Context: an optimization exercise on an open-source flow, tuned for small area, a short achievable clock period and few clock cycles per item. The choices shown serve that exercise and are no tape-out recipe. No functional check of the RTL was part of any run shown here.

[flow/config.mk]
export PLATFORM = sky130hd
export DESIGN_NAME = adf4350_plan
export DESIGN_NICKNAME = adf4350_plan
export VERILOG_FILES = /design/flow/design.v
export SDC_FILE = /design/flow/constraint.sdc
export NUM_CORES = 4
export LEC_CHECK = 0
export ABC_AREA = 1
export ABC_CLOCK_PERIOD_IN_PS = 3600
export CAP_MARGIN = 20
export CORE_MARGIN = 2
export CORE_UTILIZATION = 40
export SETUP_SLACK_MARGIN = 3.0
export SLEW_MARGIN = 20
[flow/constraint.sdc]
create_clock -name core_clock -period 7.0 [get_ports {clk}]
set_input_delay 1.4000 -clock core_clock [delete_from_list [all_inputs] [get_ports {clk}]]
set_output_delay 1.4000 -clock core_clock [all_outputs]
set_load 0.01 [all_outputs]
[flow/design.v]
module adf4350_plan (
    input  wire        clk,
    input  wire        rst,           
    input  wire        in_valid,
    output wire        in_ready,
    input  wire [31:0] in_f,          
    input  wire [15:0] in_ref,        
    output wire        out_valid,
    input  wire        out_ready,
    output wire [2:0]  out_div,
    output wire [22:0] out_int,
    output wire [22:0] out_frac,
    output wire [22:0] out_mod
);
    reg        busy;
    reg        done;
    reg [3:0]  cnt;         
    reg [2:0]  div_r;
    reg [22:0] q_r;         
    reg        c_r;         
    reg [2:0]  r5;
    reg [22:0] rem;         
    reg [20:0] mod_q;       
    wire accept = in_valid & in_ready;
    assign in_ready  = ~busy & (~done | out_ready);
    assign out_valid = done;
    reg [2:0] div_sel;
    always @(*) begin
        if      (in_f < 32'd68750)   div_sel = 3'd6;
        else if (in_f < 32'd137500)  div_sel = 3'd5;
        else if (in_f < 32'd275000)  div_sel = 3'd4;
        else if (in_f < 32'd550000)  div_sel = 3'd3;
        else if (in_f < 32'd1100000) div_sel = 3'd2;
        else if (in_f < 32'd2200000) div_sel = 3'd1;
        else                         div_sel = 3'd0;
    end
    wire        odd    = div_sel[0];
    wire [21:0] g_lo   = odd ? {in_f[20:0], 1'b0} : in_f[21:0];
    wire [7:0]  f_d5   = in_f[31:22] / 3'd5;
    wire [2:0]  f_r5   = in_f[31:22] % 3'd5;
    wire [7:0]  top_d5 = odd ? 8'd0 : f_d5;      
    wire [2:0]  top_r5 = odd ? {2'd0, in_f[21]} : f_r5;
    wire [6:0]  top_p  = top_d5[7:1];
    wire [6:0]  f_p    = f_d5[7:1];
    wire        top_q  = (in_ref == 16'd1) && (f_p >= 7'd100);    
    wire [6:0]  top_rm = top_q ? (f_p - 7'd100) : top_p;
    wire [20:0] mod25  = ({5'd0, in_ref} << 4) + ({5'd0, in_ref} << 3) + {5'd0, in_ref};
    wire        zero_in = (cnt < {2'b00, div_r[2:1]});
    wire        n1 = q_r[21] & ~zero_in;
    wire        n2 = q_r[20] & ~zero_in;
    wire [3:0]  t1  = {r5, n1};                  
    wire        c1  = (t1 >= 4'd5);
    wire [2:0]  r51 = c1 ? (t1 - 4'd5) : t1[2:0];
    wire [3:0]  t2  = {r51, n2};
    wire        c2  = (t2 >= 4'd5);
    wire [2:0]  r52 = c2 ? (t2 - 4'd5) : t2[2:0];
    wire [23:0] d1 = {1'b0, rem} - {3'd0, mod_q};
    wire [23:0] d2 = {1'b0, rem} - {2'd0, mod_q, 1'b0};
    wire [23:0] na  = ~{3'd0, mod_q};
    wire [23:0] nb  = ~{2'd0, mod_q, 1'b0};
    wire [23:0] cs  = {1'b0, rem} ^ na ^ nb;
    wire [23:0] cc  = ({1'b0, rem} & na) | ({1'b0, rem} & nb) | (na & nb);
    wire [23:0] d3  = cs + {cc[22:0], 1'b0} + 24'd2;
    wire        ge1 = ~d1[23];
    wire        ge2 = ~d2[23];
    wire        ge3 = ~d3[23];
    wire [1:0]  dig = ge3 ? 2'd3 : ge2 ? 2'd2 : ge1 ? 2'd1 : 2'd0;
    wire [20:0] rhi = ge3 ? d3[20:0] : ge2 ? d2[20:0] : ge1 ? d1[20:0] : rem[20:0];
    wire [22:0] rm2 = {rhi, c_r, c1};
    assign out_div  = div_r;
    assign out_int  = q_r;
    assign out_frac = rem + {22'd0, c_r};
    assign out_mod  = {mod_q, 2'b00};
    always @(posedge clk) begin
        if (rst) begin
            busy <= 1'b0;
            done <= 1'b0;
        end else if (accept) begin
            busy <= 1'b1;
            done <= 1'b0;
        end else if (busy) begin
            if (cnt == 4'd0) begin
                busy <= 1'b0;
                done <= 1'b1;
            end
        end else if (out_ready) begin
            done <= 1'b0;
        end
        if (accept) begin
            div_r <= div_sel;
            cnt   <= 4'd10 + {2'b00, div_sel[2:1]};
            q_r   <= {top_q, g_lo};
            c_r   <= top_d5[0];
            r5    <= top_r5;
            rem   <= {16'd0, top_rm};
            mod_q <= mod25;
        end else if (busy) begin
            cnt <= cnt - 4'd1;
            q_r <= {q_r[22], q_r[19:0], dig};
            c_r <= c2;
            r5  <= r52;
            rem <= rm2;
        end
    end
endmodule
[flow/run.sh]
#!/bin/bash
# synth_recipe.tcl (not shown) runs the flow's synth.tcl, then flattens the netlist and writes it again
# the make line also repeats each setting of config.mk as NAME=value (left out here)
make -C /OpenROAD-flow-scripts/flow DESIGN_CONFIG=/design/flow/config.mk WORK_HOME=/design/flow/orfs CLKGATE_MAP_FILE= SYNTH_SCRIPT=/design/flow/synth_recipe.tcl finish
==> qor.txt, run 1 <==
Clock tree from TritonCTS = yes
Final WL = 31300 µm
Seq cells post-synth = 80
Initial DRC count = 715
CTS Sinks = 80
Vias per cell = 5.31
Slew Limit Fails = 0
Worst Hold Class = reg2reg
Inst Count DP = 1765
CTS clk-pin slew, worst paths = 70 ps
Critical Path RT = 7120 ps
FP Rows = 57
CP Capture Type = flip-flop
Max cap viols = 0
FILL cells = 2360
Max incr delay on CP = 220 ps
Most numerous cell on the critical path = nand2_2
Drt wl/cell = 16.7 µm
FFs w/ async S/R, synth = 0%
Synth cell types = 53
Final setup viols = 0
Initial Util = 41.0%
Largest net degree at the start of global routing = 51
IO Pins = 126
Vert. Die Dim = 162 µm
Relative slew slack = 25.1%
Max Clock Freq = 0.206 GHz
DR vias = 9955
Final Skew = 13.2 ps
Yosys warning count = 1
Syn_area_per_cell = 7.50 µm²
Most frequent cells in the layout = nand2_1 (201), inv_1 (160), ha_1 (118), o21ai_0 (107)
Final hold viol count = 0
Most common cell after layout, fill and taps aside = nand2_1
Die X = 162 µm
Port Buffers = 123
Post-synth top flop = edfxtp_1
Worst-skew pair later-pin latency = 360 ps
Number of flops mapped to enable cells by yosys = 62
DRC = 0
RSZ-0062 raised after global routing = true
GRT Total Usage = 23.3%
Final core occ = 54.5%
Num CTS Buffers = 9
Final Cycle Share = 69.5%
Min cycle time layout = 4860 ps
Overflow after GRT = 0
Area Overhead vs Synth = 32.8%
Cell count after synthesis = 1338
Critical path buffers and inverters = 7
Sequential fraction of the synthesis area = 22.1%
CP Max Fanout = 5
Slowest CP cell = or2_4
Family with the most delay on the worst path = simple AND/OR/NAND/NOR gates
Clk Tree Root Cell = clkbuf_16
Non-Filler Instances = 1874
Core ar. = 24500 µm²
Mapped Area = 10000 µm²
Vias in the first global route = 9488
Post-route setup TNS = 0 ps
First-pass GRT wire length = 48900 µm
Layout cells sized above 1 = 21.2%
CTS max path bufs = 2
Drt first pass iters = 7
Nets@finish = 1763
Post-route setup slack = 2140 ps
Placer Congestion = 0.869
Pre-CTS WS = 927 ps
Hold-fix buffers at CTS = 0
Worst Max-Slew Pin Slew = 1100 ps
ANT nets after route = 0
Antenna cells = 0
WS Path Type = in2reg
CTS H-tree lvls = 3
Crit path launch type = input pin
Status = no timing/DRC/antenna violations
Post-DP HPWL = 22400 µm
Antenna violations before repair = 0
DIE AREA = 26400 µm²
Crit path DAT = 4980 ps
==> sequential cells by signal, summed over array words and instances (netlist names) <==
| signal | cells |
|---|---|
| div_r | 3 |
| r5 | 3 |
| c_r | 1 |
| mod_q | 21 |
| busy | 1 |
| rem | 23 |
| done | 1 |
| q_r | 23 |
| cnt | 4 |
==> cell usage after synthesis (all sizes together) (3+ instances only) <==
library cell	count	area, µm²
clkbuf	24	90.1
a31oi	16	100
o2111ai	3	26.3
nand4	19	119
o21ai	130	658
ha	130	1630
nor3	20	100
dfxtp	18	360
fa	36	721
xnor2	22	193
inv	193	724
nand3	70	400
nor2	94	363
o221ai	3	26.3
o311ai	3	26.3
o22ai	5	31.3
o211ai	24	180
nand2	244	996
or2	7	43.8
edfxtp	62	1860
buf	4	23.8
xor2	53	464
o31ai	5	37.5
nor4	5	31.3
o21bai	10	75.1
a21oi	118	613
==> layout make-up <==
class	instances	area, µm²	area share [%]
timing repair buffer	219	1950	14.6
clock inverter	7	53.8	0.403
timing repair inverter	3	20.0	0.150
tap	324	405	3.04
clock buffer	9	225	1.69
multi-input combinational	1038	7690	57.7
sequential	80	2220	16.7
inverter	194	772	5.79
==> path summary, 6_finish.rpt <==
kind | startpoint | endpoint | slack (ps) | cells past startpoint
max | in_f[29] | r5[1]$_DFFE_PP_ | 2140 | 34
min | done$_SDFFE_PP0P_ | done$_SDFFE_PP0P_ | 550 | 2
max reg2reg | rem[3]$_DFFE_PP_ | rem[6]$_DFFE_PP_ | 3150 | 18
min reg2reg | done$_SDFFE_PP0P_ | done$_SDFFE_PP0P_ | 550 | 2
==> per-layer routing <==
metal | track usage, % | vias up | wire length, µm
met4 | 8.05 | 0 | 839
met5 | 0 | - | 0
met2 | 39.1 | 244 | 15100
met3 | 2.65 | 55 | 1230
met1 | 31.2 | 4664 | 14100
li1 | - | 4992 | -
==> per-stage QoR <==
stage	instance area (µm²)	hold WS [ps]
floorplan	10200	528
global placement	11800	524
detailed placement	11800	521
CTS	12700	547
global route	13300	560
finish	13300	554
==> cell families after synthesis <==
logic type / after synthesis / synth area share (%)
AND/OR/NAND/NOR: 462 / 20.7
AO/OA/AOI/OAI: 332 / 18.9
buffers and inverters: 222 / 8.39
adder cells (fa/ha/maj): 166 / 23.4
flip-flops: 80 / 22.1
XOR/XNOR: 75 / 6.54
other: 1 / 0.0374
==> repair_timing <==
item | 4_1_cts | 5_1_grt
pin swaps | 51 | 57
endpoints found under the setup margin | 69 | 67
buffers inserted | 54 | 34
resized for setup | 173 | 111
cloned | 3 | 2
==> tightest hold or removal path, stage by stage (launching register included) <==
cell and delay [ps]:
dfxtp_1 340, a21oi_1 120, nor3_1 50
==> run 2, diff against run 1 <==
--- a/flow/config.mk
+++ b/flow/config.mk
@@ -7,8 +7,8 @@
 export LEC_CHECK = 0
 export ABC_AREA = 1
-export ABC_CLOCK_PERIOD_IN_PS = 3600
+export ABC_CLOCK_PERIOD_IN_PS = 3300
 export CAP_MARGIN = 20
 export CORE_MARGIN = 2
 export CORE_UTILIZATION = 40
-export SETUP_SLACK_MARGIN = 3.0
+export SETUP_SLACK_MARGIN = 3.5
 export SLEW_MARGIN = 20
==> run 2 against run 1 <==
Effect of this change: worst setup slack got worse by 7.8 ps; synthesized cell count unchanged; first-iteration DRC count down 10%; clock-buffer cell count did not move.
==> qor.txt, run 2 <==
Status = no timing/DRC/antenna violations
IO Pins = 126 (unchanged)
CTS Sinks = 80 (unchanged)
Post-route setup TNS = 0 ps (unchanged)
DIE AREA = 26400 µm² (unchanged)
Placer Congestion = 0.906 (+4.3%)
Die X = 162 µm (unchanged)
CTS max path bufs = 2 (unchanged)
Layout cells sized above 1 = 32.4% (+11 points)
Most common cell in the netlist = nand2_1
Clock tree from TritonCTS = yes
Overflow after GRT = 0 (unchanged)
FFs w/ async S/R, synth = 0% (unchanged)
CP Max Fanout = 7 (+2)
GRT Total Usage = 24.7% (+1.4 points)
Worst Max-Slew Pin Slew = 854 ps (-242 ps)
Crit path launch type = input pin
Seq cells post-synth = 80 (unchanged)
First-pass GRT wire length = 52100 µm (+6.6%)
Critical Path RT = 7120 ps (about the same)
Inst Count DP = 1764 (-0.057%)
CP Capture Type = flip-flop
Num CTS Buffers = 9 (unchanged)
Worst-skew pair later-pin latency = 360 ps (about the same)
Most numerous cell on the critical path = nand2_1
Vias per cell = 5.33 (+0.41%)
Area Overhead vs Synth = 47.6%
Worst Hold Class = reg2reg
Most frequent cells after synthesis = nand2_1 (224), inv_1 (185), ha_1 (130), o21ai_0 (121), a21oi_1 (116)
ANT nets after route = 0 (unchanged)
Slowest CP cell = or2_4
Initial DRC count = 643 (-10%)
Min cycle time layout = 4870 ps (+7.77 ps)
Most common cell after layout, fill and taps aside = nand2_1
Clk Tree Root Cell = clkbuf_16
Largest net degree at the start of global routing = 43 (-16%)
Top flop regs = q_r x23, rem x23, mod_q x21
Post-route cell area = 14800 µm² (+11%)
Synth top area share = 18.5% (unchanged)
Slew Limit Fails = 0 (unchanged)
Final WL = 33800 µm (+8.2%)
Antenna violations before repair = 1 (+1)
Final Cycle Share = 69.6% (+0.11 points)
RSZ-0062 raised after global routing = true
Mapped Area = 10000 µm² (unchanged)
Post-DP HPWL = 22500 µm (+0.43%)
FP Rows = 57 (unchanged)
Core ar. = 24500 µm² (unchanged)
Nets@finish = 1834 (+4.0%)
Sequential fraction of the synthesis area = 22.1% (unchanged)
Most frequent cells in the layout = nand2_1 (193), inv_1 (145), buf_4 (129), ha_1 (97), o21ai_0 (89)
CTS clk-pin slew, worst paths = 70 ps (about the same)
Fin Hold WS = 558 ps (+4.25 ps)
Hold Crit Depth = 2 (unchanged)
Max Clock Freq = 0.205 GHz (-0.16%)
WS Path Type = in2reg
Drt first pass iters = 5 (-2)
Cell count after synthesis = 1338 (unchanged)
DRC = 0 (unchanged)
DR vias = 10400 (+4.3%)
Final core occ = 60.6% (+6.1 points)
R2r worst-path depth = 26 (+8)
Post-synth top area cell = edfxtp_1
Initial Util = 41.0% (unchanged)
Largest cells by area after synthesis = edfxtp_1 (19%), ha_1 (16%), nand2_1 (8.4%), fa_1 (7.2%), inv_1 (6.9%)
Final setup viols = 0 (unchanged)
Syn_area_per_cell = 7.50 µm² (unchanged)
FILL cells = 2123 (-10%)
Vias in the first global route = 10100 (+6.1%)
Yosys warning count = 1 (unchanged)
Port Buffers = 123 (unchanged)
Max cap viols = 0 (unchanged)
Crit path DAT = 4990 ps (about the same)
Vert. Die Dim = 162 µm (unchanged)
Final hold viol count = 0 (unchanged)
Relative slew slack = 42.9% (+18 points)
Drt wl/cell = 17.4 µm (+4.2%)
Placed cell area = 11900 µm² (+0.97%)
Max incr delay on CP = 230 ps (about the same)
Synth cell types = 53 (unchanged)
Post-synth top flop = edfxtp_1
Non-Filler Instances = 1946 (+3.8%)
Number of flops mapped to enable cells by yosys = 62 (unchanged)
CTS H-tree lvls = 3 (unchanged)
Final Skew = 10.1 ps (-3.14 ps)
## run 2: cell counts after synthesis
No cell type changed its count.
## run 2: path summary, 6_finish.rpt
kind	from	to	slack [ps]
min	q_r[0]$_DFFE_PP_	q_r[2]$_DFFE_PP_	560
max reg2reg	rem[3]$_DFFE_PP_	rem[20]$_SDFFE_PP0P_	3120
min reg2reg	q_r[0]$_DFFE_PP_	q_r[2]$_DFFE_PP_	560
max	in_f[31]	r5[0]$_DFFE_PP_	2130
## run 2: metrics by stage
stage          setup slack, ps
4_1_cts                   2290
3_5_place_dp               877
2_1_floorplan             2110
5_1_grt                   1930
6_report                  2130
3_3_place_gp              1050
## run 2: critical path: cells and delay by family
family	cells	cell delay, ps
AOI/OAI and AO/OA	4	550
buffers and inverters	7	620
and+or+nand+nor	19	1870
xor gates and xnor gates	1	180
adders and majority gates	2	360
## run 2: repair_timing
action | CTS | global route
hold buffers | 0 | 0
pin swaps | 104 | 115
endpoints found under the setup margin | 141 | 77
setup buffers | 111 | 47
resized for setup | 363 | 173
cloned | 5 | 2
## run 2: logic make-up after synthesis
family | synth area share, %
simple gates | 20.7
compound gates | 18.9
buf+inv | 8.39
fa+ha+maj | 23.4
flops | 22.1
xor+xnor | 6.54
other cells | 0.0374
## run 2: cell type report
class,instances,area [µm²],area share (%)
repair buffers,290,2620,17.7
repair inverters,3,22.5,0.152
clock buffers,9,225,1.52
multi-input cells,1038,8420,56.8
clock inverters,7,103,0.692
flip-flops and latches,80,2230,15.1
diodes,1,2.50,0.0169
well taps,324,405,2.74
inverters,194,787,5.31
## run 2: layer usage
layer,vias up,wire length [µm],global-route usage (%)
met4,0,703,6.72
met5,-,0,0
met2,300,16200,41.8
met1,4889,15100,33.2
met3,57,1780,3.41
li1,5134,-,-
==> run 3, diff against run 2 <==
--- a/flow/design.v
+++ b/flow/design.v
@@ -13,4 +13,5 @@
     output wire [22:0] out_mod
 );
+    reg        prep;
     reg        busy;
     reg        done;
@@ -23,5 +24,5 @@
     reg [20:0] mod_q;       
     wire accept = in_valid & in_ready;
-    assign in_ready  = ~busy & (~done | out_ready);
+    assign in_ready  = ~prep & ~busy & (~done | out_ready);
     assign out_valid = done;
     reg [2:0] div_sel;
@@ -37,12 +38,12 @@
     wire        odd    = div_sel[0];
     wire [21:0] g_lo   = odd ? {in_f[20:0], 1'b0} : in_f[21:0];
-    wire [7:0]  f_d5   = in_f[31:22] / 3'd5;
-    wire [2:0]  f_r5   = in_f[31:22] % 3'd5;
-    wire [7:0]  top_d5 = odd ? 8'd0 : f_d5;      
-    wire [2:0]  top_r5 = odd ? {2'd0, in_f[21]} : f_r5;
-    wire [6:0]  top_p  = top_d5[7:1];
-    wire [6:0]  f_p    = f_d5[7:1];
-    wire        top_q  = (in_ref == 16'd1) && (f_p >= 7'd100);    
-    wire [6:0]  top_rm = top_q ? (f_p - 7'd100) : top_p;
+    wire [9:0]  xt     = odd ? {9'd0, in_f[21]} : in_f[31:22];
+    wire        big    = |in_f[31:23];               
+    wire [9:0]  px     = rem[9:0];
+    wire [7:0]  p_d5   = px / 3'd5;                  
+    wire [2:0]  p_r5   = px % 3'd5;
+    wire [6:0]  p_p    = p_d5[7:1];
+    wire        p_q    = q_r[22] && (p_p >= 7'd100);
+    wire [6:0]  p_rm   = p_q ? (p_p - 7'd100) : p_p;
     wire [20:0] mod25  = ({5'd0, in_ref} << 4) + ({5'd0, in_ref} << 3) + {5'd0, in_ref};
     wire        zero_in = (cnt < {2'b00, div_r[2:1]});
@@ -74,9 +75,14 @@
     always @(posedge clk) begin
         if (rst) begin
+            prep <= 1'b0;
             busy <= 1'b0;
             done <= 1'b0;
         end else if (accept) begin
+            prep <= big;
+            busy <= ~big;
+            done <= 1'b0;
+        end else if (prep) begin
+            prep <= 1'b0;
             busy <= 1'b1;
-            done <= 1'b0;
         end else if (busy) begin
             if (cnt == 4'd0) begin
@@ -90,9 +96,14 @@
             div_r <= div_sel;
             cnt   <= 4'd10 + {2'b00, div_sel[2:1]};
-            q_r   <= {top_q, g_lo};
-            c_r   <= top_d5[0];
-            r5    <= top_r5;
-            rem   <= {16'd0, top_rm};
+            q_r   <= {big & (in_ref == 16'd1), g_lo};
+            c_r   <= 1'b0;
+            r5    <= {2'd0, xt[0]};
+            rem   <= big ? {13'd0, xt} : 23'd0;
             mod_q <= mod25;
+        end else if (prep) begin
+            q_r[22] <= p_q;
+            c_r     <= p_d5[0];
+            r5      <= p_r5;
+            rem     <= {16'd0, p_rm};
         end else if (busy) begin
             cnt <= cnt - 4'd1;
--- a/flow/config.mk
+++ b/flow/config.mk
@@ -7,8 +7,8 @@
 export LEC_CHECK = 0
 export ABC_AREA = 1
-export ABC_CLOCK_PERIOD_IN_PS = 3300
+export ABC_CLOCK_PERIOD_IN_PS = 3600
 export CAP_MARGIN = 20
 export CORE_MARGIN = 2
 export CORE_UTILIZATION = 40
-export SETUP_SLACK_MARGIN = 3.5
+export SETUP_SLACK_MARGIN = 3.0
 export SLEW_MARGIN = 20
==> run 3 against run 2 <==
Effect of this change: still clean on timing, DRC and antenna; fmax grew 10%; synthesized cell count shrank 3.1%; critical endpoint is now rem[4]$_DFFE_PP_.
==> qor.txt, run 3 <==
Min cycle time layout = 4420 ps (-453 ps)
Hold Path Origin = done$_SDFFE_PP0P_
Most numerous cell on the critical path = o21ai_1
Final setup viols = 0 (unchanged)
Num CTS Buffers = 9 (unchanged)
Slew Limit Fails = 0 (unchanged)
Antenna cells = 0 (-1)
Syn_area_per_cell = 7.81 µm² (+4.0%)
Drt first pass iters = 6 (+1)
Most frequent cells in the layout = nand2_1 (178), inv_1 (149), buf_4 (144), ha_1 (107), clkdlybuf4s50_1 (90)
WS Path Type = reg2reg
Post-route setup TNS = 0 ps (unchanged)
Slowest CP cell = fa_1
Post-DP HPWL = 21500 µm (-4.4%)
DRC = 0 (unchanged)
Yosys warning count = 1 (unchanged)
CTS clk-pin slew, worst paths = 70 ps (about the same)
DIE AREA = 26600 µm² (+0.74%)
CP Capture Type = flip-flop
FILL cells = 2209 (+4.1%)
CP Max Fanout = 7 (unchanged)
Final Cycle Share = 63.1% (-6.5 points)
Hold-fix buffers at CTS = 0 (unchanged)
Vias in the first global route = 9689 (-3.7%)
Layout cells sized above 1 = 27.9% (-4.5 points)
Placer Congestion = 0.906 (about the same)
DR vias = 10100 (-2.4%)
Drt wl/cell = 16.6 µm (-4.5%)
Non-Filler Instances = 1913 (-1.7%)
Relative slew slack = 25.9% (-17 points)
Post-synth top area cell = edfxtp_1
Largest cells by area after synthesis = edfxtp_1 (22%), ha_1 (16%), nand2_1 (7.5%), fa_1 (7.1%), inv_1 (6.3%)
Sequential fraction of the synthesis area = 23.5% (+1.3 points)
FP Rows = 58 (+1.8%)
Vert. Die Dim = 163 µm (+0.37%)
IO Pins = 126 (unchanged)
Seq cells post-synth = 81 (+1.3%)
Reg2reg start = rem[8]$_DFFE_PP_
Antenna violations before repair = 0 (-1)
Initial DRC count = 658 (+2.3%)
Clock tree from TritonCTS = yes
CP startpoint = rem[8]$_DFFE_PP_
Worst Max-Slew Pin Slew = 1110 ps (+256 ps)
Cell count after synthesis = 1296 (-3.1%)
First-pass GRT wire length = 49300 µm (-5.3%)
Largest net degree at the start of global routing = 60 (+40%)
GRT Total Usage = 23.2% (-1.5 points)
RSZ-0062 raised after global routing = true
Clk Tree Root Cell = clkbuf_16
Synth top area share = 22.3% (+3.7 points)
CTS max path bufs = 2 (unchanged)
Worst Hold Class = reg2reg
Max Clock Freq = 0.226 GHz (+10%)
Crit path DAT = 4510 ps (-480 ps)
Nets@finish = 1796 (-2.1%)
Most frequent cells after synthesis = nand2_1 (203), inv_1 (171), ha_1 (130), a21oi_1 (117), o21ai_0 (105)
Max incr delay on CP = 480 ps (+250 ps)
R2r setup slk = 2580 ps (-540 ps)
Final hold viol count = 0 (unchanged)
CTS Sinks = 81 (+1.3%)
Initial Util = 40.4% (-0.64 points)
Final Skew = 12.9 ps (+2.77 ps)
Most common cell after layout, fill and taps aside = nand2_1
Most common cell in the netlist = nand2_1
Overflow after GRT = 0 (unchanged)
Vias per cell = 5.29 (-0.75%)
Die X = 163 µm (+0.37%)
Post-synth top flop = edfxtp_1
Core ar. = 25000 µm² (+2.3%)
Critical Path RT = 7100 ps (-20 ps)
Synth cell types = 59 (+11%)
ANT nets after route = 0 (unchanged)
Number of flops mapped to enable cells by yosys = 75 (+21%)
CTS H-tree lvls = 3 (unchanged)
Final WL = 31800 µm (-6.1%)
Top flop regs = q_r x23, rem x23, mod_q x21
Area Overhead vs Synth = 44.4%
Max cap viols = 0 (unchanged)
Status = no timing/DRC/antenna violations
Port Buffers = 123 (unchanged)
Worst-skew pair later-pin latency = 360 ps (about the same)
Mapped Area = 10100 µm² (+0.76%)
Crit path launch type = flip-flop
Inst Count DP = 1726 (-2.2%)
FFs w/ async S/R, synth = 0% (unchanged)
==> run 3: changes by cell type after synthesis, moves of 10 or more <==
| cell | delta |
|---|---|
| a31oi_1 | -10 |
| dfxtp_1 | -12 |
| edfxtp_1 | +13 |
| inv_1 | -14 |
| nand2_1 | -21 |
| o21ai_0 | -16 |
| xor2_1 | +10 |
==> run 3: worst paths after layout <==
path / cells after the start / to
hold / removal: 2 / done$_SDFFE_PP0P_
setup reg to reg: 27 / rem[4]$_DFFE_PP_
hold reg to reg: 2 / done$_SDFFE_PP0P_
setup / recovery: 27 / rem[4]$_DFFE_PP_
==> run 3: timing repair <==
item                       in CTS  in global routing
setup buffers                 115                 49
setup endpoints to repair      72                 66
gates cloned                    6                  1
resized for setup             223                138
pin swaps                      89                 74
==> run 3: final cells by class <==
cell class	count	area [µm²]	share of cell area (%)
timing repair buffer	298	2770	19.0
sequential	81	2370	16.2
tap	330	413	2.83
inverter	184	719	4.93
multi-input combinational	1002	8000	54.8
timing repair inverter	2	18.8	0.129
clock buffer	9	225	1.54
clock inverter	7	83.8	0.574
==> run 3: cell families after synthesis <==
| logic type | after synthesis | share of synthesized area [%] |
|---|---|---|
| XOR/XNOR | 81 | 7.01 |
| flip-flops | 81 | 23.5 |
| other | 1 | 0.0371 |
| buffers and inverters | 215 | 8.39 |
| adder cells (fa/ha/maj) | 166 | 23.2 |
| AO/OA/AOI/OAI | 309 | 17.5 |
| AND/OR/NAND/NOR | 443 | 20.4 |
==> run 3: per-layer routing <==
| metal | share of wire, % | GRT usage, % | vias to the layer above | wire (µm) |
|---|---|---|---|---|
| li1 | - | - | 5011 | - |
| met1 | 47 | 32.8 | 4793 | 15000 |
| met2 | 45 | 37.1 | 282 | 14400 |
| met3 | 5.3 | 3.81 | 41 | 1700 |
| met4 | 2.2 | 5.83 | 0 | 710 |
| met5 | 0 | 0 | - | 0 |
==> run 3: critical path: cells and delay by family (launching register included) <==
kind | cells | cell delay [ps]
adder cells (fa/ha/maj) | 3 | 980
buffers and inverters | 5 | 570
AO/OA/AOI/OAI | 12 | 1390
AND/OR/NAND/NOR | 7 | 780
flip-flops | 1 | 450
==> run 3: through the flow <==
step | util, % | instance area, µm² | hold slack, ps | worst slack [ps]
6_report | 58.3 | 14600 | 529 | 2580
5_1_grt | 58.3 | 14600 | 544 | 2430
2_1_floorplan | - | 10200 | 525 | 2870
4_1_cts | 55.0 | 13800 | 527 | 2820
3_5_place_dp | 47.0 | 11800 | 512 | 1410
3_3_place_gp | 47.0 | 11800 | 526 | 1530
==> run 4, diff against run 3 <==
--- a/flow/config.mk
+++ b/flow/config.mk
@@ -6,9 +6,8 @@
 export NUM_CORES = 4
 export LEC_CHECK = 0
-export ABC_AREA = 1
 export ABC_CLOCK_PERIOD_IN_PS = 3600
 export CAP_MARGIN = 20
 export CORE_MARGIN = 2
 export CORE_UTILIZATION = 40
-export SETUP_SLACK_MARGIN = 3.0
+export SETUP_SLACK_MARGIN = 2.5
 export SLEW_MARGIN = 20
==> run 4 against run 3 <==
Effect of this change: still clean; clock-buffer cell count is the same; via count decreased by 0.56%; sequential share of layout area up 0.62 points; largest cell class unchanged.
==> qor.txt, run 4 <==
Worst Hold Class = reg2reg
Syn_area_per_cell = 8.59 µm² (+10%)
Seq cells post-synth = 81 (unchanged)
Vias per cell = 5.71 (+7.8%)
Hold-fix buffers at CTS = 0 (unchanged)
Clock tree from TritonCTS = yes
R2r worst-path depth = 21 (-22%)
CP Capture Type = flip-flop
Combinational family with the most area after synthesis = adder cells
Initial Util = 40.8% (+0.36 points)
Vert. Die Dim = 167 µm (+2.4%)
Cell count after synthesis = 1237 (-4.6%)
Area Overhead vs Synth = 32.5%
Yosys warning count = 1 (unchanged)
Crit path DAT = 4820 ps (+310 ps)
DIE AREA = 27900 µm² (+4.9%)
Final Skew = 15.9 ps (+3.00 ps)
Inst Count DP = 1655 (-4.1%)
Reg2reg start = rem[6]$_DFFE_PP_
Crit Reg-Reg Endpoint = r5[0]$_DFFE_PP_
Final Cycle Share = 67.6% (+4.5 points)
CP Max Fanout = 7 (unchanged)
RSZ-0062 raised after global routing = true
Antenna cells = 0 (unchanged)
Fin Hold WS = 540 ps (+11.7 ps)
Initial DRC count = 784 (+19%)
Status = no timing/DRC/antenna violations
CTS clk-pin slew, worst paths = 70 ps (about the same)
Die X = 167 µm (+2.4%)
Antenna violations before repair = 0 (unchanged)
First-pass GRT wire length = 48600 µm (-1.5%)
Synth top area share = 21.2% (-1.1 points)
Top flop regs = q_r x23, rem x23, mod_q x21
Post-synth top area cell = edfxtp_1
Post-DP HPWL = 22200 µm (+3.3%)
Drt wl/cell = 18.1 µm (+9.2%)
DR vias = 10100 (-0.56%)
Worst-skew pair later-pin latency = 360 ps (about the same)
ANT nets after route = 0 (unchanged)
Non-Filler Instances = 1765 (-7.7%)
Clk Tree Root Cell = clkbuf_16
Num CTS Buffers = 9 (unchanged)
Final setup viols = 0 (unchanged)
Slew Limit Fails = 0 (unchanged)
Synth cell types = 101 (+71%)
Largest net degree at the start of global routing = 74 (+23%)
GRT Total Usage = 21.4% (-1.9 points)
CTS Sinks = 81 (unchanged)
Mapped Area = 10600 µm² (+5.0%)
Layout cells sized above 1 = 18.5% (-9.4 points)
Relative slew slack = 39.2% (+13 points)
Post-route cell area = 14100 µm² (-3.7%)
Max Clock Freq = 0.211 GHz (-6.7%)
Synth Area in Compound Gates = 21.9% (+4.3 points)
Hold Crit Depth = 2 (unchanged)
Post-synthesis adder-cell area fraction = 22.1% (-1.1 points)
Post-synth top flop = edfxtp_1
Worst Max-Slew Pin Slew = 911 ps (-199 ps)
Final hold viol count = 0 (unchanged)
Core ar. = 26100 µm² (+4.1%)
IO Pins = 126 (unchanged)
Post-synthesis mux area share = 2.31% (+2.3 points)
Sequential fraction of the synthesis area = 22.3% (-1.1 points)
Most common cell in the netlist = ha_1
Most frequent cells in the layout = nand2_1 (123), ha_1 (121), clkdlybuf4s50_1 (114), nor2_1 (102), edfxtp_1 (75)
FFs w/ async S/R, synth = 0% (unchanged)
Number of flops mapped to enable cells by yosys = 75 (unchanged)
Post-route setup TNS = 0 ps (unchanged)
Port Buffers = 123 (unchanged)
Placed cell area = 12100 µm² (+3.2%)
CTS max path bufs = 2 (unchanged)
Final WL = 32000 µm (+0.75%)
R2r setup slk = 2270 ps (-320 ps)
XOR/XNOR Fraction of Synth Area = 7.99% (+0.97 points)
Vias in the first global route = 9292 (-4.1%)
Most frequent cells after synthesis = ha_1 (130), nand2_1 (126), nor2_1 (112), a21oi_1 (79), inv_1 (76)
Most common cell after layout, fill and taps aside = nand2_1
Max cap viols = 0 (unchanged)
Hold Path Origin = done$_SDFFE_PP0P_
Crit path launch type = flip-flop
Overflow after GRT = 0 (unchanged)
Min cycle time layout = 4730 ps (+316 ps)
Critical Path RT = 7090 ps (about the same)
CTS H-tree lvls = 3 (unchanged)
Worst Hold End = done$_SDFFE_PP0P_
Largest cells by area after synthesis = edfxtp_1 (21%), ha_1 (15%), fa_1 (6.8%), xnor2_1 (5.9%), nand2_1 (4.5%)
Final core occ = 54.0% (-4.3 points)
Placer Congestion = 0.859 (-5.1%)
Drt first pass iters = 5 (-1)
WS Path Type = reg2reg
Nets@finish = 1643 (-8.5%)
FP Rows = 59 (+1.7%)
Post-synthesis simple-gate area fraction = 18.1% (-2.3 points)
DRC = 0 (unchanged)
-- run 4: timing repair --
action	in CTS	in global routing
resized for setup	69	117
pin swaps	20	43
cloned	2	4
buffers inserted	60	27
endpoints found under the setup margin	46	59
hold endpoints to repair	0	0
-- run 4: worst max-delay path by stage --
stage	slack (ps)	start	cells past startpoint	endpoint
after global routing	2080	rem[6]$_DFFE_PP_	21	r5[0]$_DFFE_PP_
after detailed placement	1610	rem[9]$_DFFE_PP_	21	r5[0]$_DFFE_PP_
final	2270	rem[6]$_DFFE_PP_	21	r5[0]$_DFFE_PP_
after global placement	1600	rem[1]$_DFFE_PP_	15	rem[2]$_DFFE_PP_
after floorplan	2500	rem[7]$_DFFE_PP_	22	r5[0]$_DFFE_PP_
after CTS	2400	rem[9]$_DFFE_PP_	21	r5[0]$_DFFE_PP_
-- run 4: metal layers --
metal  part of all wire (%)  track usage [%]  vias up
met4                    2.7             7.05        0
li1                       -                -     4880
met1                     45             30.5     4818
met5                      0                0        -
met2                     45             32.2      318
met3                    6.9             4.33       54
-- run 4: final cells by class --
cell class	count	area [µm²]
clock buffers	9	225
well taps	335	419
repair inverters	1	7.51
multi-input cells	1028	8450
repair buffers	224	2170
clock inverters	7	108
inverters	80	315
flip-flops and latches	81	2370
fillers	2398	12000
-- run 4: stage by stage --
step	setup WS (ps)
2_1_floorplan	2500
3_3_place_gp	1600
3_5_place_dp	1610
4_1_cts	2400
5_1_grt	2080
6_report	2270
-- run 4: cell families after synthesis --
group           count (synthesis)
compound gates                336
other cells                     1
xor+xnor                       96
buf+inv                       130
mux                            23
flops                          81
simple gates                  404
fa+ha+maj                     166
-- run 4: critical path, stage by stage, from the launching register on --
cell and delay (ps):
edfxtp_1 560, buf_6 180, nand3b_1 150, a21o_1 260, a311oi_4 400, o2bb2ai_2 170, a21bo_4 260, nor4_4 170
a211o_4 150, and2_4 150, ha_4 120, and2b_2 250, mux2i_4 210, nand3_4 140, xnor2_4 170, ha_2 180
nand2b_4 140, a21boi_4 140, nor4b_4 310, nor2_4 100, xnor2_1 160, o221ai_1 110
==> run 5, diff against run 4 <==
--- a/flow/config.mk
+++ b/flow/config.mk
@@ -6,8 +6,9 @@
 export NUM_CORES = 4
 export LEC_CHECK = 0
-export ABC_CLOCK_PERIOD_IN_PS = 3600
+export ABC_AREA = 1
+export ABC_CLOCK_PERIOD_IN_PS = 3400
 export CAP_MARGIN = 20
 export CORE_MARGIN = 2
 export CORE_UTILIZATION = 40
-export SETUP_SLACK_MARGIN = 2.5
+export SETUP_SLACK_MARGIN = 3.4
 export SLEW_MARGIN = 20
==> run 5 against run 4 <==
Effect of this change: critical path depth grew 5; non-clock buffer count grew 86.
==> qor.txt, run 5 <==
Die X = 163 µm (-2.4%)
Top flop regs = q_r x23, rem x23, mod_q x21
Final Skew = 10.9 ps (-4.94 ps)
Slowest CP cell = fa_1
Most common cell in the netlist = nand2_1
Clk Tree Root Cell = clkbuf_16
Critical path buffers and inverters = 3 (+2)
Hold-fix buffers at CTS = 0 (unchanged)
Critical Path RT = 7100 ps (about the same)
Family with the most delay on the worst path = compound AO/OA/AOI/OAI gates
Largest cells by area after synthesis = edfxtp_1 (22%), ha_1 (16%), nand2_1 (7.5%), fa_1 (7.1%), inv_1 (6.3%)
Final setup viols = 0 (unchanged)
CTS clk-pin slew, worst paths = 70 ps (about the same)
Post-DP HPWL = 22200 µm (-0.26%)
DIE AREA = 26600 µm² (-4.7%)
Relative slew slack = 26.5% (-13 points)
Crit path launch type = flip-flop
GRT Total Usage = 24.4% (+3.1 points)
Most common cell after layout, fill and taps aside = nand2_1
Nets@finish = 1812 (+10%)
Core ar. = 25000 µm² (-3.9%)
Most frequent cells in the layout = nand2_1 (163), inv_1 (144), buf_4 (130), ha_1 (108), a21oi_1 (85)
Most frequent cells after synthesis = nand2_1 (203), inv_1 (171), ha_1 (130), a21oi_1 (117), o21ai_0 (105)
Area Overhead vs Synth = 49.6%
IO Pins = 126 (unchanged)
First-pass GRT wire length = 51600 µm (+6.2%)
CP Max Fanout = 3 (-4)
Synth cell types = 59 (-42%)
Crit path DAT = 4360 ps (-460 ps)
FILL cells = 2196 (-8.4%)
Cell count after synthesis = 1296 (+4.8%)
FFs w/ async S/R, synth = 0% (unchanged)
Max incr delay on CP = 540 ps (-20 ps)
Mapped Area = 10100 µm² (-4.8%)
R2r worst-path depth = 26 (+24%)
Hold Path Origin = done$_SDFFE_PP0P_
Overflow after GRT = 0 (unchanged)
Yosys warning count = 1 (unchanged)
FP Rows = 58 (-1.7%)
Final hold viol count = 0 (unchanged)
Antenna violations before repair = 0 (unchanged)
Worst-skew pair later-pin latency = 350 ps (about the same)
Worst Max-Slew Pin Slew = 1100 ps (+190 ps)
Syn_area_per_cell = 7.81 µm² (-9.1%)
DR vias = 10500 (+4.1%)
CTS Sinks = 81 (unchanged)
Post-synth top area cell = edfxtp_1
RSZ-0062 raised after global routing = true
Sequential fraction of the synthesis area = 23.5% (+1.1 points)
Final core occ = 60.4% (+6.4 points)
Seq cells post-synth = 81 (unchanged)
CP Capture Type = flip-flop
Antenna cells = 0 (unchanged)
Worst Hold Class = reg2reg
DRC = 0 (unchanged)
Initial Util = 40.4% (-0.36 points)
Hold Crit Depth = 2 (unchanged)
Final Cycle Share = 60.8% (-6.8 points)
Status = no timing/DRC/antenna violations
Largest net degree at the start of global routing = 60 (-19%)
CTS H-tree lvls = 3 (unchanged)
Post-synth top flop = edfxtp_1
Vert. Die Dim = 163 µm (-2.4%)
Drt first pass iters = 5 (unchanged)
Vias in the first global route = 9993 (+7.5%)
CTS max path bufs = 2 (unchanged)
ANT nets after route = 0 (unchanged)
Most numerous cell on the critical path = a21oi_2
Drt wl/cell = 17.3 µm (-4.3%)
Layout cells sized above 1 = 32.6% (+14 points)
Initial DRC count = 852 (+8.7%)
Number of flops mapped to enable cells by yosys = 75 (unchanged)
Worst Hold End = done$_SDFFE_PP0P_
Max cap viols = 0 (unchanged)
Post-route cell area = 15100 µm² (+7.5%)
Num CTS Buffers = 9 (unchanged)
Synth top area share = 22.3% (+1.1 points)
Placer Congestion = 0.865 (+0.66%)
Crit Reg-Reg Endpoint = rem[22]$_SDFFCE_PP0P_
Clock tree from TritonCTS = yes
Vias per cell = 5.44 (-4.7%)
Post-route setup TNS = 0 ps (unchanged)
WS Path Type = reg2reg
Min cycle time layout = 4260 ps (-477 ps)
Slew Limit Fails = 0 (unchanged)
R2r setup slk = 2740 ps (+480 ps)
Reg2reg start = rem[7]$_DFFE_PP_
Placed cell area = 12000 µm² (-1.4%)
Port Buffers = 123 (unchanged)
Max Clock Freq = 0.235 GHz (+11%)
Final WL = 33500 µm (+4.5%)
## run 5: cells by family (layout without fill, tap and decap cells)
group,count (synthesis),in the layout,share of synthesized area [%]
xor gates and xnor gates,81,81,7.01
buffers and inverters,215,514,8.39
DFF,81,81,23.5
and+or+nand+nor,443,446,20.4
AOI/OAI and AO/OA,309,309,17.5
other,1,2,0.0371
adders and majority gates,166,166,23.2
## run 5: cell type report
class	instances	area [µm²]	area share [%]
inverter	184	776	5.13
sequential	81	2370	15.7
clock buffer	9	225	1.49
tap	330	413	2.73
timing repair inverter	4	63.8	0.422
multi-input combinational	1004	8290	54.8
clock inverter	7	106	0.703
timing repair buffer	310	2890	19.1
## run 5: through the flow
step	hold WS (ps)	cells	setup slack, ps
floorplan	525	1297	2870
global placement	533	1723	1920
detailed placement	520	1723	1690
CTS	548	1887	2810
global route	566	1929	2480
finish	542	1929	2740
## run 5: worst max path at each step
stage                                 from                     to  slack, ps  depth (start not counted)
after floorplan                  in_ref[0]    mod_q[18]$_DFFE_PP_       2870                         19
after global placement    rem[2]$_DFFE_PP_       rem[4]$_DFFE_PP_       1920                         21
after detailed placement  rem[2]$_DFFE_PP_       rem[4]$_DFFE_PP_       1690                         21
after CTS                 rem[7]$_DFFE_PP_       rem[4]$_DFFE_PP_       2810                         24
after global routing      rem[7]$_DFFE_PP_  rem[22]$_SDFFCE_PP0P_       2480                         26
final                     rem[7]$_DFFE_PP_  rem[22]$_SDFFCE_PP0P_       2740                         26
## run 5: layer usage
layer / vias up / part of all wire, % / track usage [%]
li1: 5030 / - / -
met1: 5023 / 45 / 35.1
met2: 386 / 47 / 39.3
met3: 46 / 6.8 / 3.05
met4: 0 / 1.7 / 5.27
met5: - / 0 / 0
## run 5: timing repair
| action | 4_1_cts | 5_1_grt |
|---|---|---|
| pin swaps | 118 | 113 |
| buffers inserted | 141 | 42 |
| setup endpoints to repair | 82 | 105 |
| gates cloned | 7 | 0 |
| gates resized for setup | 355 | 177 |
## run 5: tightest hold or removal path, delay by kind of cell, from the launching register on
kind | cells | cell delay, ps
buffers and inverters | 1 | 80
AO/OA/AOI/OAI | 1 | 90
flip-flops | 1 | 320
==> run 6, diff against run 5 <==
--- a/flow/design.v
+++ b/flow/design.v
@@ -56,17 +56,13 @@
     wire        c2  = (t2 >= 4'd5);
     wire [2:0]  r52 = c2 ? (t2 - 4'd5) : t2[2:0];
-    wire [23:0] d1 = {1'b0, rem} - {3'd0, mod_q};
-    wire [23:0] d2 = {1'b0, rem} - {2'd0, mod_q, 1'b0};
-    wire [23:0] na  = ~{3'd0, mod_q};
-    wire [23:0] nb  = ~{2'd0, mod_q, 1'b0};
-    wire [23:0] cs  = {1'b0, rem} ^ na ^ nb;
-    wire [23:0] cc  = ({1'b0, rem} & na) | ({1'b0, rem} & nb) | (na & nb);
-    wire [23:0] d3  = cs + {cc[22:0], 1'b0} + 24'd2;
-    wire        ge1 = ~d1[23];
-    wire        ge2 = ~d2[23];
-    wire        ge3 = ~d3[23];
-    wire [1:0]  dig = ge3 ? 2'd3 : ge2 ? 2'd2 : ge1 ? 2'd1 : 2'd0;
-    wire [20:0] rhi = ge3 ? d3[20:0] : ge2 ? d2[20:0] : ge1 ? d1[20:0] : rem[20:0];
-    wire [22:0] rm2 = {rhi, c_r, c1};
+    wire [23:0] rs1 = {rem, c_r};
+    wire [24:0] tr1 = {1'b0, rs1} - {2'b00, mod_q, 2'b00};
+    wire        ge1 = ~tr1[24];
+    wire [22:0] rm1 = ge1 ? tr1[22:0] : rs1[22:0];
+    wire [23:0] rs2 = {rm1, c1};
+    wire [24:0] tr2 = {1'b0, rs2} - {2'b00, mod_q, 2'b00};
+    wire        ge2 = ~tr2[24];
+    wire [22:0] rm2 = ge2 ? tr2[22:0] : rs2[22:0];
+    wire [1:0]  dig = {ge1, ge2};
     assign out_div  = div_r;
     assign out_int  = q_r;
--- a/flow/config.mk
+++ b/flow/config.mk
@@ -6,9 +6,8 @@
 export NUM_CORES = 4
 export LEC_CHECK = 0
-export ABC_AREA = 1
-export ABC_CLOCK_PERIOD_IN_PS = 3400
+export ABC_CLOCK_PERIOD_IN_PS = 4000
 export CAP_MARGIN = 20
 export CORE_MARGIN = 2
 export CORE_UTILIZATION = 40
-export SETUP_SLACK_MARGIN = 3.4
+export SETUP_SLACK_MARGIN = 3.0
 export SLEW_MARGIN = 20
==> run 6 against run 5 <==
Effect of this change: first-iteration DRC count shrank 31%; synthesized cell count shrank 21%; clock skew shrank 1.9 ps; non-clock buffer count shrank 71; synthesized area shrank 12%; via count shrank 17%; critical path depth shrank 2; cell count shrank 21%; worst hold slack gained 3.7 ps; sequential share of layout area grew 3.2 points; worst setup slack lost 920 ps; clock-buffer cell count grew 5; largest cell class unchanged.
==> qor.txt, run 6 <==
Post-route setup slack = 1830 ps (-916 ps)
Yosys warning count = 1 (unchanged)
Synth top area share = 25.3% (+3.0 points)
Final hold viol count = 0 (unchanged)
Final WL = 27500 µm (-18%)
ANT nets after route = 0 (unchanged)
Initial DRC count = 587 (-31%)
Vert. Die Dim = 153 µm (-6.0%)
Antenna violations before repair = 0 (unchanged)
Max Clock Freq = 0.193 GHz (-18%)
Largest cells by area after synthesis = edfxtp_1 (25%), ha_1 (12%), xnor2_1 (4.1%), o21ai_0 (4.0%), nor2_1 (3.8%)
Number of flops mapped to enable cells by yosys = 75 (unchanged)
Post-synth top flop = edfxtp_1
Reg2reg start = rem[1]$_DFFE_PP_
Post-route cell area = 12500 µm² (-17%)
Most common cell after layout, fill and taps aside = clkdlybuf4s50_1
Post-route setup TNS = 0 ps (unchanged)
Drt first pass iters = 7 (+2)
Post-DP HPWL = 18600 µm (-16%)
Inst Count DP = 1404 (-19%)
CTS H-tree lvls = 3 (unchanged)
Most common cell in the netlist = nor2_1
Largest net degree at the start of global routing = 56 (-6.7%)
Die X = 153 µm (-6.0%)
Seq cells post-synth = 81 (unchanged)
Hold Path Origin = done$_SDFFE_PP0P_
DR vias = 8676 (-17%)
Non-Filler Instances = 1520 (-21%)
Port Buffers = 123 (unchanged)
Most frequent cells in the layout = clkdlybuf4s50_1 (91), buf_4 (88), nor2_1 (81), nand2_1 (79), edfxtp_1 (75)
CP Max Fanout = 8 (+5)
Worst-skew pair later-pin latency = 350 ps (about the same)
Min cycle time layout = 5170 ps (+916 ps)
Syn_area_per_cell = 8.73 µm² (+12%)
Max cap viols = 0 (unchanged)
Most frequent cells after synthesis = nor2_1 (90), ha_1 (85), nand2_1 (84), edfxtp_1 (75), inv_1 (73)
Overflow after GRT = 0 (unchanged)
FILL cells = 1884 (-14%)
Core ar. = 21800 µm² (-13%)
Final Skew = 9.01 ps (-1.90 ps)
Sequential fraction of the synthesis area = 26.6% (+3.2 points)
Area Overhead vs Synth = 40.5%
Vias in the first global route = 7926 (-21%)
FP Rows = 54 (-6.9%)
DRC = 0 (unchanged)
First-pass GRT wire length = 41600 µm (-19%)
Nets@finish = 1387 (-23%)
Clock tree from TritonCTS = yes
Critical Path RT = 7090 ps (about the same)
Worst Max-Slew Pin Slew = 720 ps (-380 ps)
Mapped Area = 8920 µm² (-12%)
Status = no timing/DRC/antenna violations
Final Cycle Share = 73.9% (+13 points)
FFs w/ async S/R, synth = 0% (unchanged)
IO Pins = 126 (unchanged)
Relative slew slack = 51.7% (+25 points)
Final setup viols = 0 (unchanged)
Crit path DAT = 5260 ps (+900 ps)
Placer Congestion = 0.848 (-2.0%)
GRT Total Usage = 21.6% (-2.8 points)
CTS clk-pin slew, worst paths = 70 ps (about the same)
CP startpoint = rem[1]$_DFFE_PP_
CTS max path bufs = 2 (unchanged)
Clk Tree Root Cell = clkbuf_16
Num CTS Buffers = 9 (unchanged)
Initial Util = 40.9% (+0.45 points)
Hold-fix buffers at CTS = 0 (unchanged)
Slew Limit Fails = 0 (unchanged)
Layout cells sized above 1 = 24.4% (-8.3 points)
WS Path Type = reg2reg
Vias per cell = 5.71 (+5.0%)
Top flop regs = q_r x23, rem x23, mod_q x21
Worst Hold Class = reg2reg
Pre-CTS WS = 1020 ps (-674 ps)
Crit path launch type = flip-flop
Synth cell types = 92 (+56%)
Cell count after synthesis = 1021 (-21%)
Antenna cells = 0 (unchanged)
CP Capture Type = flip-flop
Placed cell area = 10500 µm² (-12%)
CTS Sinks = 81 (unchanged)
Post-synth top area cell = edfxtp_1
DIE AREA = 23500 µm² (-12%)
Drt wl/cell = 18.1 µm (+4.3%)
RSZ-0062 raised after global routing = true
[run 6: area by class of cell]
type | instances | area [µm²] | share of cell area (%)
clock inverter | 2 | 15.0 | 0.120
multi-input combinational | 829 | 6860 | 54.8
tap | 280 | 350 | 2.80
inverter | 75 | 285 | 2.28
timing repair buffer | 239 | 2340 | 18.6
clock buffer | 14 | 308 | 2.46
sequential | 81 | 2370 | 18.9
[run 6: worst paths after layout]
check	to	slack, ps	cells past startpoint
hold / removal	done$_SDFFE_PP0P_	550	2
setup / recovery	rem[16]$_SDFFCE_PP0P_	1830	24
hold reg to reg	done$_SDFFE_PP0P_	550	2
setup reg to reg	rem[16]$_SDFFCE_PP0P_	1830	24
[run 6: timing repair]
item	in CTS	in global routing
setup buffers	48	44
gates resized for setup	133	125
pin swaps	36	73
setup endpoints to repair	72	63
cloned	4	4
[run 6: layer usage]
metal / global-route usage [%] / part of all wire, %
met1: 30.2 / 47
met2: 34.2 / 47
met3: 3.46 / 5.4
met4: 6.48 / 1.5
met5: 0 / 0
[run 6: per-stage QoR]
| step | util [%] | hold slack, ps |
|---|---|---|
| detailed placement | 48.2 | 527 |
| global placement | 48.2 | 527 |
| global route | 57.4 | 586 |
| CTS | 53.3 | 546 |
| floorplan | - | 509 |
| finish | 57.4 | 546 |
[run 6: critical path, stage by stage, from the launching register on]
cell and delay, ps:
edfxtp_1 420, inv_2 110, ha_4 130, inv_2 30
fa_2 360, a211oi_4 310, o21bai_4 110, a31oi_4 180
o31ai_4 80, a31o_1 270, a21boi_4 220, buf_6 150
buf_16 120, buf_8 100, mux2_4 330, ha_4 260
a21o_1 210, a21oi_4 170, nand2_2 100, o311ai_4 350
a21oi_4 130, nor2b_4 270, buf_6 210, mux2i_1 210
nor2_1 70
[run 6: cell families (layout without fill, tap and decap cells)]
kind of cell             after synthesis  after routing  synth area share, %
AO/OA/AOI/OAI                        301            301                 23.4
XOR/XNOR                              74             74                 7.27
adder cells (fa/ha/maj)              100            100                 15.3
buffers and inverters                113            330                 5.80
flip-flops                            81             81                 26.6
multiplexers                          36             36                 4.18
other                                  1              2               0.0421
AND/OR/NAND/NOR                      315            316                 17.5
==> run 7, diff against run 6 <==
==> flow/flow/run.sh (new file) <==
#!/bin/bash
set -euo pipefail
export BUFFER_PORTS_ARGS="-buffer_cell sky130_fd_sc_hd__buf_1"
bash standard.sh > orfs_make.log 2>&1
==> flow/standard.sh (new file) <==
#!/bin/bash
# synth_recipe.tcl (not shown) runs the flow's synth.tcl, then flattens the netlist and writes it again
# the make line also repeats each setting of config.mk as NAME=value (left out here)
make -C /OpenROAD-flow-scripts/flow DESIGN_CONFIG=/design/flow/config.mk WORK_HOME=/design/flow/orfs CLKGATE_MAP_FILE= SYNTH_SCRIPT=/design/flow/synth_recipe.tcl "${@:-finish}"
--- a/flow/config.mk
+++ b/flow/config.mk
@@ -6,8 +6,8 @@
 export NUM_CORES = 4
 export LEC_CHECK = 0
-export ABC_CLOCK_PERIOD_IN_PS = 4000
+export ABC_AREA = 1
 export CAP_MARGIN = 20
 export CORE_MARGIN = 2
-export CORE_UTILIZATION = 40
-export SETUP_SLACK_MARGIN = 3.0
+export CORE_UTILIZATION = 60
+export SETUP_SLACK_MARGIN = 2.2
 export SLEW_MARGIN = 20
removed: flow/run.sh
==> run 7 against run 6 <==
Effect of this change: still clean on timing, DRC and antenna; die area shrank 36%; first-iteration DRC count rose by 17%; via count shrank 1.8%; cell area down 16%; fmax is 9.2% lower; core utilization up 19 points; worst setup slack worse by 520 ps; worst hold slack better by 15 ps; wire length decreased by 13%; largest cell class unchanged; highest routed layer unchanged.
==> qor.txt, run 7 <==
Status = no timing/DRC/antenna violations
Synth top area share = 26.7% (+1.4 points)
RSZ-0062 raised after global routing = true
Initial Util = 61.1% (+20 points)
CP Max Fanout = 6 (-2)
Slew Limit Fails = 0 (unchanged)
Die X = 123 µm (-20%)
IO Pins = 126 (unchanged)
Min cycle time layout = 5700 ps (+523 ps)
CTS clk-pin slew, worst paths = 70 ps (about the same)
Most numerous cell on the critical path = buf_4
Syn_area_per_cell = 7.68 µm² (-12%)
Post-route cell area = 10500 µm² (-16%)
FF/Latch Area = 2370 µm² (unchanged)
Mapped Area = 8440 µm² (-5.3%)
Post-synth top area cell = edfxtp_1
Placed cell area = 9170 µm² (-13%)
Post-DP HPWL = 16400 µm (-12%)
Initial DRC count = 685 (+17%)
Vias in the first global route = 7422 (-6.4%)
Sequential fraction of the synthesis area = 28.1% (+1.5 points)
Most frequent cells after synthesis = nand2_1 (192), inv_1 (152), a21oi_1 (93), ha_1 (85), o21ai_0 (82)
Yosys warning count = 1 (unchanged)
Final WL = 24000 µm (-13%)
Num CTS Buffers = 9 (unchanged)
Post-route setup TNS = 0 ps (unchanged)
Placer Congestion = 0.929 (+9.5%)
Hold Path Origin = q_r[19]$_DFFE_PP_
Final Cycle Share = 81.4% (+7.5 points)
Reg2reg start = rem[1]$_DFFE_PP_
Drt wl/cell = 16.2 µm (-11%)
Hold Crit Depth = 2 (unchanged)
Vias per cell = 5.74 (+0.62%)
Critical Path RT = 7090 ps (about the same)
Most frequent cells in the layout = nand2_1 (176), inv_1 (144), buf_1 (123), buf_4 (83)
Final setup viols = 0 (unchanged)
Most common cell in the netlist = nand2_1
WS Path Type = reg2reg
Core ar. = 13800 µm² (-37%)
Area of the multi-input gates = 5840 µm² (-15%)
Slowest CP cell = edfxtp_1
Top flop regs = q_r x23, rem x23, mod_q x21
Antenna violations before repair = 0 (unchanged)
Number of flops mapped to enable cells by yosys = 75 (unchanged)
Max cap viols = 0 (unchanged)
Final hold viol count = 0 (unchanged)
Antenna cells = 0 (unchanged)
Seq cells post-synth = 81 (unchanged)
Max Clock Freq = 0.176 GHz (-9.2%)
FILL cells = 1066 (-43%)
CP Capture Type = flip-flop
Largest cells by area after synthesis = edfxtp_1 (27%), ha_1 (13%), nand2_1 (8.5%), inv_1 (6.8%), a21oi_1 (5.5%)
First-pass GRT wire length = 36000 µm (-13%)
Area Overhead vs Synth = 24.6%
ANT nets after route = 0 (unchanged)
Max incr delay on CP = 420 ps (about the same)
R2r worst-path depth = 36 (+50%)
CTS max path bufs = 2 (unchanged)
Most common cell after layout, fill and taps aside = nand2_1
FFs w/ async S/R, synth = 0% (unchanged)
Nets@finish = 1452 (+4.7%)
DR vias = 8523 (-1.8%)
Worst Max-Slew Pin Slew = 902 ps (+182 ps)
R2r setup slk = 1300 ps (-520 ps)
CTS H-tree lvls = 3 (unchanged)
Worst Hold Class = reg2reg
CTS Sinks = 81 (unchanged)
Crit Reg-Reg Endpoint = rem[2]$_DFFE_PP_
Largest net degree at the start of global routing = 58 (+3.6%)
Crit path launch type = flip-flop
Relative slew slack = 39.7% (-12 points)
GRT Total Usage = 30.6% (+9.1 points)
Synth cell types = 56 (-39%)
Worst-skew pair later-pin latency = 350 ps (about the same)
Post-synth top flop = edfxtp_1
Overflow after GRT = 0 (unchanged)
Worst Hold End = q_r[21]$_DFFE_PP_
Vert. Die Dim = 123 µm (-20%)
Port Buffers = 123 (unchanged)
Clock tree from TritonCTS = yes
DIE AREA = 15000 µm² (-36%)
Drt first pass iters = 5 (-2)
Final Skew = 10.7 ps (+1.67 ps)
Hold-fix buffers at CTS = 0 (unchanged)
Cell count after synthesis = 1099 (+7.6%)
FP Rows = 43 (-20%)
Layout cells sized above 1 = 19.3% (-5.0 points)
Crit path DAT = 5790 ps (+530 ps)
Clk Tree Root Cell = clkbuf_16
DRC = 0 (unchanged)
run 7: changes by cell type in the layout (fill, tap and decap cells not counted), moves of 23 or more:
cell	delta
clkdlybuf4s50_1	-91
inv_1	+73
nand2_2	+23
nand3_1	+28
buf_1	+123
mux2i_1	-25
a21oi_1	+30
nand2_1	+97
run 7: cells by family after synthesis:
family                     count (synthesis)  synth area share [%]
and+or+nand+nor                          413                  23.2
AOI/OAI and AO/OA                        242                  16.4
buffers and inverters                    192                  8.83
adders and majority gates                100                  16.2
DFF                                       81                  28.1
xor gates and xnor gates                  70                  7.26
other                                      1                0.0444
run 7: how the worst max path moves through the flow:
stage | startpoint | to
2_1_floorplan | rem[1]$_DFFE_PP_ | rem[4]$_DFFE_PP_
3_3_place_gp | rem[1]$_DFFE_PP_ | rem[13]$_SDFFCE_PP0P_
3_5_place_dp | rem[1]$_DFFE_PP_ | rem[14]$_SDFFCE_PP0P_
4_1_cts | rem[1]$_DFFE_PP_ | rem[21]$_SDFFCE_PP0P_
5_1_grt | rem[1]$_DFFE_PP_ | rem[6]$_DFFE_PP_
6_report | rem[1]$_DFFE_PP_ | rem[2]$_DFFE_PP_
run 7: cell type report:
class	count	area share, %
multi-input cells	831	55.5
flip-flops and latches	81	22.5
repair buffers	211	11.2
inverters	166	6.11
clock buffers	9	2.14
well taps	180	2.14
clock inverters	6	0.428
run 7: critical path, delay by kind of cell, from the launching register on:
kind / cells / cell delay [ps]
xor+xnor: 1 / 140
compound gates: 8 / 1480
simple gates: 11 / 980
fa+ha+maj: 3 / 860
flops: 1 / 420
buf+inv: 13 / 1580
run 7: what timing repair did:
action                                  4_1_cts  5_1_grt
endpoints found under the setup margin       22       28
hold endpoints to repair                      0        0
pin swaps                                    26       37
setup buffers                                59       23
gates cloned                                  5        0
resized for setup                            35       61
run 7: stage by stage:
stage	hold WS, ps	setup WS (ps)	cells	utilization (%)
after floorplan	526	1840	1100	-
after detailed placement	531	664	1382	66.3
after CTS	546	1700	1461	72.8
after global placement	520	881	1382	66.3
final	561	1300	1484	76.1
after global routing	581	983	1484	76.1
run 7: metal layers:
layer / GRT usage [%] / share of wire [%] / vias up / routed length [µm]
met5: 0 / 0 / - / 0
met4: 9.27 / 3.6 / 0 / 871
met3: 4.88 / 8.2 / 98 / 1970
met2: 47.5 / 44 / 386 / 10500
met1: 44.1 / 44 / 3926 / 10600
li1: - / - / 4113 / -

## re-timing with driven ports
The flow's constraints put no driver on any port. The routed layouts listed below were extracted and timed again, unchanged, in two steps.
Step 1 sets driving cells, clkbuf_16 on the clock port and buf_2 on the other inputs (assumed; they add their load-dependent delay and slew).
Step 2 times the ports against the registers' clock, not the clock port: input delays grow and output delays shrink by t, the midpoint of the rising clock arrivals with the driver on.
a / b / c = ideal / step 1 / step 2; a / b = the first two.
run	t, ns	slack for setup (ns)	worst register clock-pin slew, ns
run 1	0.402	2.138 / 2.125 / 1.722	0.07 / 0.07
run 2	0.406	2.131 / 2.122 / 1.716	0.07 / 0.07
run 3	0.397	2.583 / 2.583 / 2.583	0.08 / 0.08
run 4	0.398	2.267 / 2.267 / 2.267	0.07 / 0.07
run 5	0.396	2.744 / 2.744 / 2.575	0.08 / 0.08
run 6	0.389	1.828 / 1.828 / 1.828	0.07 / 0.07
run 7	0.387	1.305 / 1.305 / 1.305	0.07 / 0.07
After both steps setup and hold are still met in every run listed. The setup slack of run 1, which loses most, moves by -0.013 ns with the drivers and by -0.416 ns with both steps.
